Background: an optimization exercise with open tools, aiming at small area, a short achievable clock period and few clock cycles per item. Do not read the settings as production practice.
Function was checked by simulation only, so behaviour that the tests miss may differ from the original.

==> design/flow/config.mk <==
export PLATFORM = sky130hd
export DESIGN_NAME = am_demod
export DESIGN_NICKNAME = am_demod
export VERILOG_FILES = /design/flow/design.v
export SDC_FILE = /design/flow/constraint.sdc
export NUM_CORES = 4
export LEC_CHECK = 0
export CAP_MARGIN = 20
export CORE_MARGIN = 2
export CORE_UTILIZATION = 22
export GPL_ROUTABILITY_DRIVEN = 1
export PLACE_DENSITY = 0.35
export SLEW_MARGIN = 20
==> design/flow/constraint.sdc <==
create_clock -name core_clock -period 30.0 [get_ports {clk}]
set_input_delay 6.0000 -clock core_clock [delete_from_list [all_inputs] [get_ports {clk}]]
set_output_delay 6.0000 -clock core_clock [all_outputs]
set_load 0.01 [all_outputs]
==> design/flow/design.v <==
module fp_lzc #(
    parameter W  = 64,
    parameter CW = 7
) (
    input  wire [W-1:0]  x,
    output reg  [CW-1:0] cnt
);
    localparam P = 1 << CW;
    reg [P-1:0] v;
    integer k;
    always @* begin
        v   = {x, 1'b1, {(P - W - 1){1'b0}}};
        cnt = {CW{1'b0}};
        for (k = CW - 1; k >= 0; k = k - 1) begin
            if ((v >> (P - (1 << k))) == 0) begin
                cnt = cnt | (1 << k);
                v   = v << (1 << k);
            end
        end
    end
endmodule
module fp_round (
    input  wire               sign,
    input  wire signed [13:0] exp,
    input  wire [63:0]        m,
    input  wire               st,
    output reg  [63:0]        res
);
    reg [63:0] ms;
    reg [63:0] mask;
    reg        sticky;
    reg [10:0] ef;
    reg [13:0] sh;
    reg        g, inc;
    reg [63:0] sum;
    always @* begin
        ms     = m;
        sticky = st;
        ef     = 11'd0;
        sh     = 14'd0;
        mask   = 64'd0;
        g      = 1'b0;
        inc    = 1'b0;
        sum    = 64'd0;
        if (m == 64'd0) begin
            res = {sign, 63'd0};
        end else if (exp >= 14'sd2047) begin
            res = {sign, 11'h7ff, 52'd0};
        end else begin
            if (exp >= 14'sd1) begin
                ef = exp[10:0];
            end else begin
                sh = 14'sd1 - exp;
                if (sh >= 14'd64) begin
                    sticky = sticky | (|m);
                    ms     = 64'd0;
                end else begin
                    mask   = ~(64'hffff_ffff_ffff_ffff << sh[5:0]);
                    sticky = sticky | (|(m & mask));
                    ms     = m >> sh[5:0];
                end
            end
            g      = ms[10];
            sticky = sticky | (|ms[9:0]);
            inc    = g & (sticky | ms[11]);
            sum    = {1'b0, ef, ms[62:11]} + {63'd0, inc};
            res    = {sign, sum[62:0]};
        end
    end
endmodule
module fp_mul64 (
    input  wire [63:0] a,
    input  wire [63:0] b,
    output reg  [63:0] y
);
    wire        sa = a[63];
    wire        sb = b[63];
    wire [10:0] ea = a[62:52];
    wire [10:0] eb = b[62:52];
    wire [51:0] fa = a[51:0];
    wire [51:0] fb = b[51:0];
    wire        sy = sa ^ sb;
    wire a_nan  = (ea == 11'h7ff) && (fa != 52'd0);
    wire b_nan  = (eb == 11'h7ff) && (fb != 52'd0);
    wire a_inf  = (ea == 11'h7ff) && (fa == 52'd0);
    wire b_inf  = (eb == 11'h7ff) && (fb == 52'd0);
    wire a_zero = (ea == 11'd0) && (fa == 52'd0);
    wire b_zero = (eb == 11'd0) && (fb == 52'd0);
    wire [52:0] ma = {ea != 11'd0, fa};
    wire [52:0] mb = {eb != 11'd0, fb};
    wire signed [13:0] xa = (ea == 11'd0) ? 14'sd1 : {3'd0, ea};
    wire signed [13:0] xb = (eb == 11'd0) ? 14'sd1 : {3'd0, eb};
    wire [105:0] prod = ma * mb;
    wire [6:0]   lz;
    fp_lzc #(.W(106), .CW(7)) u_lzc (.x(prod), .cnt(lz));
    wire [105:0] pn = prod << lz;
    wire signed [13:0] ex = xa + xb - 14'sd1023 + 14'sd1 - $signed({7'd0, lz});
    wire [63:0] r;
    fp_round u_rnd (
        .sign(sy),
        .exp (ex),
        .m   (pn[105:42]),
        .st  (|pn[41:0]),
        .res (r)
    );
    always @* begin
        if (a_nan || b_nan || (a_inf && b_zero) || (b_inf && a_zero))
            y = 64'h7ff8_0000_0000_0000;
        else if (a_inf || b_inf)
            y = {sy, 11'h7ff, 52'd0};
        else if (a_zero || b_zero)
            y = {sy, 63'd0};
        else
            y = r;
    end
endmodule
module fp_add64 (
    input  wire [63:0] a,
    input  wire [63:0] b,
    output reg  [63:0] y
);
    wire a_nan = (a[62:52] == 11'h7ff) && (a[51:0] != 52'd0);
    wire b_nan = (b[62:52] == 11'h7ff) && (b[51:0] != 52'd0);
    wire a_inf = (a[62:52] == 11'h7ff) && (a[51:0] == 52'd0);
    wire b_inf = (b[62:52] == 11'h7ff) && (b[51:0] == 52'd0);
    wire        swap = (b[62:0] > a[62:0]);
    wire [63:0] p    = swap ? b : a;
    wire [63:0] q    = swap ? a : b;
    wire        sp = p[63];
    wire        sq = q[63];
    wire [10:0] ep = p[62:52];
    wire [10:0] eq = q[62:52];
    wire [52:0] mp = {ep != 11'd0, p[51:0]};
    wire [52:0] mq = {eq != 11'd0, q[51:0]};
    wire [10:0] xp = (ep == 11'd0) ? 11'd1 : ep;
    wire [10:0] xq = (eq == 11'd0) ? 11'd1 : eq;
    wire [10:0] d  = xp - xq;
    wire [62:0] wp = {mp, 10'd0};
    wire [62:0] wq = {mq, 10'd0};
    reg  [62:0] aq;
    reg  [62:0] mask;
    always @* begin
        if (d >= 11'd63) begin
            aq = {62'd0, |wq};
        end else begin
            mask = ~(63'h7fff_ffff_ffff_ffff << d[5:0]);
            aq   = (wq >> d[5:0]) | {62'd0, |(wq & mask)};
        end
    end
    wire        sub = sp ^ sq;
    wire [63:0] s   = sub ? ({1'b0, wp} - {1'b0, aq}) : ({1'b0, wp} + {1'b0, aq});
    wire [6:0]  lz;
    fp_lzc #(.W(64), .CW(7)) u_lzc (.x(s), .cnt(lz));
    wire [63:0] sn = s << lz;
    wire signed [13:0] ex = $signed({3'd0, xp}) + 14'sd1 - $signed({7'd0, lz});
    wire [63:0] r;
    fp_round u_rnd (
        .sign(sp),
        .exp (ex),
        .m   (sn),
        .st  (1'b0),
        .res (r)
    );
    always @* begin
        if (a_nan || b_nan || (a_inf && b_inf && (a[63] != b[63])))
            y = 64'h7ff8_0000_0000_0000;
        else if (a_inf)
            y = a;
        else if (b_inf)
            y = b;
        else if (s == 64'd0)
            y = {a[63] & b[63], 63'd0};
        else
            y = r;
    end
endmodule
module fp_sqrt64 (
    input  wire        clk,
    input  wire        rst,
    input  wire        start,
    input  wire [63:0] x,
    output reg         busy,
    output reg         done,
    output reg  [63:0] y
);
    wire        sx   = x[63];
    wire [10:0] ex   = x[62:52];
    wire [51:0] fx   = x[51:0];
    wire        zero = (ex == 11'd0) && (fx == 52'd0);
    wire        nan  = (ex == 11'h7ff) && (fx != 52'd0);
    wire        inf  = (ex == 11'h7ff) && (fx == 52'd0);
    wire [52:0] mx = {ex != 11'd0, fx};
    wire [5:0]  lz;
    fp_lzc #(.W(53), .CW(6)) u_lzc (.x(mx), .cnt(lz));
    wire [52:0] mn = mx << lz;                        
    wire signed [12:0] ue = ((ex == 11'd0) ? 13'sd1 : $signed({2'd0, ex}))
                            - 13'sd1023 - $signed({7'd0, lz});
    wire               odd = ue[0];
    wire [53:0]        mi  = odd ? {mn, 1'b0} : {1'b0, mn};   
    wire signed [12:0] ue2 = odd ? (ue - 13'sd1) : ue;
    wire signed [12:0] he  = ue2 >>> 1;               
    reg [107:0] rad;       
    reg [55:0]  rem;
    reg [53:0]  root;
    reg [5:0]   cnt;
    reg [10:0]  rexp;
    wire [55:0] rem_sh = {rem[53:0], rad[107:106]};
    wire [55:0] trial  = {root, 2'b01};
    wire        ge     = (rem_sh >= trial);
    wire        g   = root[0];
    wire        stk = (rem != 56'd0);
    wire        inc = g & (stk | root[1]);
    wire [62:0] rounded = {rexp, root[52:1]} + {62'd0, inc};
    always @(posedge clk) begin
        if (rst) begin
            busy <= 1'b0;
            done <= 1'b0;
            y    <= 64'd0;
            cnt  <= 6'd0;
        end else begin
            done <= 1'b0;
            if (start) begin
                if (nan || (sx && !zero)) begin
                    y    <= 64'h7ff8_0000_0000_0000;
                    done <= 1'b1;
                end else if (zero || inf) begin
                    y    <= x;
                    done <= 1'b1;
                end else begin
                    rad  <= {mi, 54'd0};
                    rem  <= 56'd0;
                    root <= 54'd0;
                    rexp <= he[10:0] + 11'd1023;
                    cnt  <= 6'd54;
                    busy <= 1'b1;
                end
            end else if (busy) begin
                if (cnt != 6'd0) begin
                    rad  <= {rad[105:0], 2'b00};
                    rem  <= ge ? (rem_sh - trial) : rem_sh;
                    root <= {root[52:0], ge};
                    cnt  <= cnt - 6'd1;
                end else begin
                    y    <= {1'b0, rounded};
                    done <= 1'b1;
                    busy <= 1'b0;
                end
            end
        end
    end
endmodule
module am_demod (
    input  wire         clk,
    input  wire         rst,
    input  wire         in_valid,
    output wire         in_ready,
    input  wire [63:0]  in_re,
    input  wire [63:0]  in_im,
    output wire         out_valid,
    input  wire         out_ready,
    output wire [63:0]  out_re,
    output wire [63:0]  out_im
);
    localparam [63:0] C_0P9999 = 64'h3FEF_FF2E_48E8_A71E;
    localparam [63:0] C_0P0001 = 64'h3F1A_36E2_EB1C_432D;
    localparam [63:0] C_0P5    = 64'h3FE0_0000_0000_0000;
    localparam [3:0] S_IDLE = 4'd0,
                     S_SQRE = 4'd1,    
                     S_SQIM = 4'd2,    
                     S_SUM  = 4'd3,    
                     S_ROOT = 4'd4,    
                     S_DC1  = 4'd5,    
                     S_DC2  = 4'd6,    
                     S_DC3  = 4'd7,    
                     S_AC   = 4'd8,    
                     S_SM1  = 4'd9,    
                     S_SM2  = 4'd10,   
                     S_SM3  = 4'd11,   
                     S_OUTM = 4'd12,   
                     S_OUT  = 4'd13,   
                     S_SQST = 4'd14;   
    reg [3:0]  state;
    reg [63:0] re_q, im_q;
    reg [63:0] am_dc, am_smooth;
    reg [63:0] cur;
    reg [63:0] t1, t2;
    reg [63:0] y_q;
    reg  [63:0] mul_a, mul_b;
    wire [63:0] mul_y;
    fp_mul64 u_mul (.a(mul_a), .b(mul_b), .y(mul_y));
    always @* begin
        case (state)
            S_SQRE:  begin mul_a = re_q;      mul_b = re_q;     end
            S_SQIM:  begin mul_a = im_q;      mul_b = im_q;     end
            S_DC1:   begin mul_a = C_0P9999;  mul_b = am_dc;    end
            S_DC2:   begin mul_a = C_0P0001;  mul_b = cur;      end
            S_SM1:   begin mul_a = C_0P5;     mul_b = am_smooth; end
            S_SM2:   begin mul_a = C_0P5;     mul_b = t2;       end
            default: begin mul_a = am_smooth; mul_b = C_0P5;    end
        endcase
    end
    reg  [63:0] add_a, add_b;
    wire [63:0] add_y;
    fp_add64 u_add (.a(add_a), .b(add_b), .y(add_y));
    always @* begin
        case (state)
            S_SUM:   begin add_a = t1;  add_b = t2;                     end
            S_AC:    begin add_a = cur; add_b = {~am_dc[63], am_dc[62:0]}; end
            default: begin add_a = t1;  add_b = t2;                     end
        endcase
    end
    reg         sq_start;
    wire        sq_busy, sq_done;
    wire [63:0] sq_y;
    fp_sqrt64 u_sqrt (
        .clk  (clk),
        .rst  (rst),
        .start(sq_start),
        .x    (t1),
        .busy (sq_busy),
        .done (sq_done),
        .y    (sq_y)
    );
    always @* sq_start = (state == S_SQST);
    assign in_ready  = (state == S_IDLE);
    assign out_valid = (state == S_OUT);
    assign out_re    = y_q;
    assign out_im    = y_q;
    always @(posedge clk) begin
        if (rst) begin
            state     <= S_IDLE;
            am_dc     <= 64'd0;
            am_smooth <= 64'd0;
        end else begin
            case (state)
                S_IDLE: if (in_valid) begin
                    re_q  <= in_re;
                    im_q  <= in_im;
                    state <= S_SQRE;
                end
                S_SQRE: begin t1 <= mul_y; state <= S_SQIM; end
                S_SQIM: begin t2 <= mul_y; state <= S_SUM;  end
                S_SUM:  begin t1 <= add_y; state <= S_SQST; end
                S_SQST: state <= S_ROOT;               
                S_ROOT: if (sq_done) begin cur <= sq_y; state <= S_DC1; end
                S_DC1:  begin t1 <= mul_y; state <= S_DC2; end
                S_DC2:  begin t2 <= mul_y; state <= S_DC3; end
                S_DC3:  begin am_dc <= add_y; state <= S_AC; end
                S_AC:   begin t2 <= add_y; state <= S_SM1; end
                S_SM1:  begin t1 <= mul_y; state <= S_SM2; end
                S_SM2:  begin t2 <= mul_y; state <= S_SM3; end
                S_SM3:  begin am_smooth <= add_y; state <= S_OUTM; end
                S_OUTM: begin y_q <= mul_y; state <= S_OUT; end
                S_OUT:  if (out_ready) state <= S_IDLE;
                default: state <= S_IDLE;
            endcase
        end
    end
endmodule
==> design/flow/run.sh <==
#!/bin/bash
# synth_recipe.tcl (not shown) runs the flow's synth.tcl, then flattens the netlist and writes it again
# the make line also repeats each setting of config.mk as NAME=value (left out here)
make -C /OpenROAD-flow-scripts/flow DESIGN_CONFIG=/design/flow/config.mk WORK_HOME=/design/flow/orfs CLKGATE_MAP_FILE= SYNTH_SCRIPT=/design/flow/synth_recipe.tcl finish
==> notes.md <==
synth_stat cells (449+ instances only):
cell type,count
nand2_1,2547
fa_1,2614
mux2i_1,523
ha_1,798
o21ai_0,929
edfxtp_1,557
a21oi_1,1190
nor2_1,3290
inv_1,2764
nor3_1,449
nand3_1,545
clkbuf_1,1238
kinds of logic (layout without fill, tap and decap cells):
family / after synthesis / in the layout / synth area share
and+or+nand+nor: 8117 / 8117 / 0.1954
other: 0 / 47 / 0
buffers and inverters: 4398 / 4842 / 0.09312
AOI/OAI and AO/OA: 5091 / 5091 / 0.1885
DFF: 761 / 761 / 0.1146
xor gates and xnor gates: 420 / 420 / 0.02027
adders and majority gates: 3416 / 3416 / 0.3435
muxes: 701 / 701 / 0.04454
layout make-up:
cell class | instances | share of cell area
tap | 10890 | 0.06519
multi-input combinational | 17750 | 0.6965
timing repair buffer | 1894 | 0.07362
clock buffer | 115 | 0.01202
sequential | 761 | 0.09959
inverter | 2783 | 0.05001
antenna | 47 | 0.0005629
clock inverter | 50 | 0.002527
stage by stage:
stage | cell area [um^2] | utilization | hold slack (ns) | cells
2_1_floorplan | 181500 | - | 0.4002 | 22900
3_3_place_gp | 205600 | 0.2500 | 0.4144 | 34060
3_5_place_dp | 205700 | 0.2501 | 0.4122 | 34070
4_1_cts | 208800 | 0.2538 | 0.3782 | 34230
5_1_grt | 208800 | 0.2539 | 0.3986 | 34240
6_report | 208900 | 0.2541 | 0.3963 | 34280
registers in the layout (all words and copies together) (netlist names):
name         count
t1              64
state            4
im_q            63
u_sqrt.y        64
t2              64
u_sqrt.rexp     11
am_smooth       64
y_q             64
u_sqrt.rad      54
u_sqrt.cnt       6
u_sqrt.busy      1
am_dc           64
cur             64
u_sqrt.rem      56
re_q            63
u_sqrt.root     54
u_sqrt.done      1
per-layer routing:
metal | vias to the layer above | track usage | part of all wire
met5 | - | 0 | 0.00041
met4 | 70 | 0.1353 | 0.061
met3 | 2085 | 0.05790 | 0.084
met2 | 10010 | 0.4294 | 0.43
met1 | 99200 | 0.3846 | 0.43
li1 | 78700 | - | -
how the worst min path moves through the flow:
stage	slack, ns	from	endpoint
finish	0.40	u_sqrt.y[51]	cur[51]
global route	0.40	u_sqrt.y[51]	cur[51]
CTS	0.38	u_sqrt.y[51]	cur[51]
detailed placement	0.41	u_sqrt.y[5]	cur[5]
global placement	0.41	u_sqrt.y[5]	cur[5]
floorplan	0.40	u_sqrt.y[35]	cur[35]
layout by cell type, fill, tap and decap left out, types with 292 or more instances in the layout:
master / instances
a22oi_1: 292
fa_1: 2613
nor3_1: 435
mux2i_1: 521
a21oi_1: 1145
edfxtp_1: 557
nand2_1: 2534
inv_1: 2755
buf_4: 1595
ha_1: 788
nor2_1: 3266
o21ai_0: 923
nand3_1: 530
==> flow_summary.json <==
{
  "synth-edff-count": 557,
  "postCtsSetupBuffers": 0,
  "rsz0062_at_grt": "no",
  "synth-seq-cells": 761,
  "clock-sinks": 761,
  "pre_cts_ws_ns": 2.132,
  "num_rows": 333,
  "timing.rr.start": "state[0]",
  "clock_path_buffers": 4,
  "worstSetupPathDepth": 76,
  "grt_max_degree": 149,
  "numCtsBuffers": 92,
  "rrSetupSlack_ns": 1.50,
  "fin_setup_tns_ns": 0,
  "setup_viol": 0,
  "die_w_um": 912.3,
  "drtIter0Drc": 23300,
  "ctsHtreeMaxLevel": 3,
  "initial_core_util": 0.2207,
  "min_path_cells": 0,
  "fmax_mhz": 35.09,
  "yosysUniqueCellTypes": 124,
  "slowest_delay_ns": 0.96,
  "synth.avg_cell_area_um2": 7.925,
  "netlist_area_mm2": 0.1815,
  "r2r_cells": 76,
  "critical_path_class": "reg2reg",
  "fin_ws_ns": 1.504,
  "synth_top_area_frac": 0.2883,
  "cts_tree": "built",
  "yosys-top-cells-area": "fa_1 29%, edfxtp_1 9.2%, nor2_1 6.8%",
  "hold_class": "reg2reg",
  "cp_data_arrival_time_ns": 29.24,
  "synth-seq-area-share": 0.1146,
  "critPathMaxFanout": 39,
  "crit_path_end": "t1[54]",
  "nFillCells": 91060,
  "tightest_slew_ns": 1.392,
  "status": "complete, no violations",
  "vias_per_cell": 5.544,
  "drv_slew": 0,
  "required_ns": 30.75,
  "wirelength_mm": 1227,
  "port_buffers": 259,
  "grt_pass1_wl_mm": 1653,
  "overflow": 0,
  "finalClockSkew_ns": 0.1655,
  "antenna_found_initial": 118,
  "area_delta_synth_final_pct": 15.11,
  "drv_cap": 0,
  "dp_hpwl_mm": 988.4,
  "yosys.area.top_type": "fa_1",
  "fp.dieH_um": 912.3,
  "yosysWarnings": 8,
  "ant_nets": 0,
  "ios": 262,
  "finalCritPeriodShare": 0.9499,
  "root_buffer": "clkbuf_16",
  "num_vias": 190100,
  "critPathCaptureType": "register",
  "clk_pin_slew_ns": 0.06,
  "cpMostUsedCell": "fa_1",
  "multi_input_area_mm2": 0.1455,
  "worst-path-buf-inv": 10,
  "dr.pass1.iters": 7,
  "clock_latency_ns": 0.94,
  "drc": 0,
  "synth_nets": 26450,
  "grt_usage": 0.2832,
  "die-area_mm2": 0.8324,
  "startpoint": "state[0]",
  "startpoint_type": "register",
  "reg2reg_to": "t1[54]",
  "min_period_ns": 28.50,
  "ctsHoldBuffers": 0,
  "synth_flop_cell": "edfxtp_1",
  "nets": 26820,
  "cp_slowest_cell": "a22oi_1",
  "hold_viol": 0,
  "relSlewSlack": 0.06826,
  "core_mm2": 0.8225,
  "cp_top_family": "compound AO/OA/AOI/OAI gates",
  "cts_resized": 0,
  "async_reset_ff_frac": 0,
  "routabilityCongestion": 1.028,
  "drive_above_1_share": 0.1045,
  "ff_latch_area_mm2": 0.02081,
  "wl_per_cell_um": 35.80,
  "grt_pass1_vias": 186500,
  "syn_inst": 22900
}
Testbench counts, summed over its fixed seeds: cycles 112,000, items 1,600.

[separate check: timing with driven ports]
The results above use ideal ports. As a check the final layout listed here was re-extracted and re-timed, cells and wires unchanged. Step 1 assumes that a clkbuf_16 drives the clock port and a buf_2 every other input. Step 2 times the ports against the registers' clock, not the clock port: input delays grow and output delays shrink by t, the midpoint of the rising clock arrivals with the driver on. a / b / c = ideal ports / drivers / drivers and shift; a / b = the first two.
t (ns): 0.990
setup WS [ns]: 1.504 / 1.504 / 1.504
slew at the worst register clock pin (ns): 0.07 / 0.07
cell pins on the clock port's net: 1
After both steps this run still meets setup and hold. The setup slack of this run moves by 0.000 ns with the drivers and by 0.000 ns with both steps.
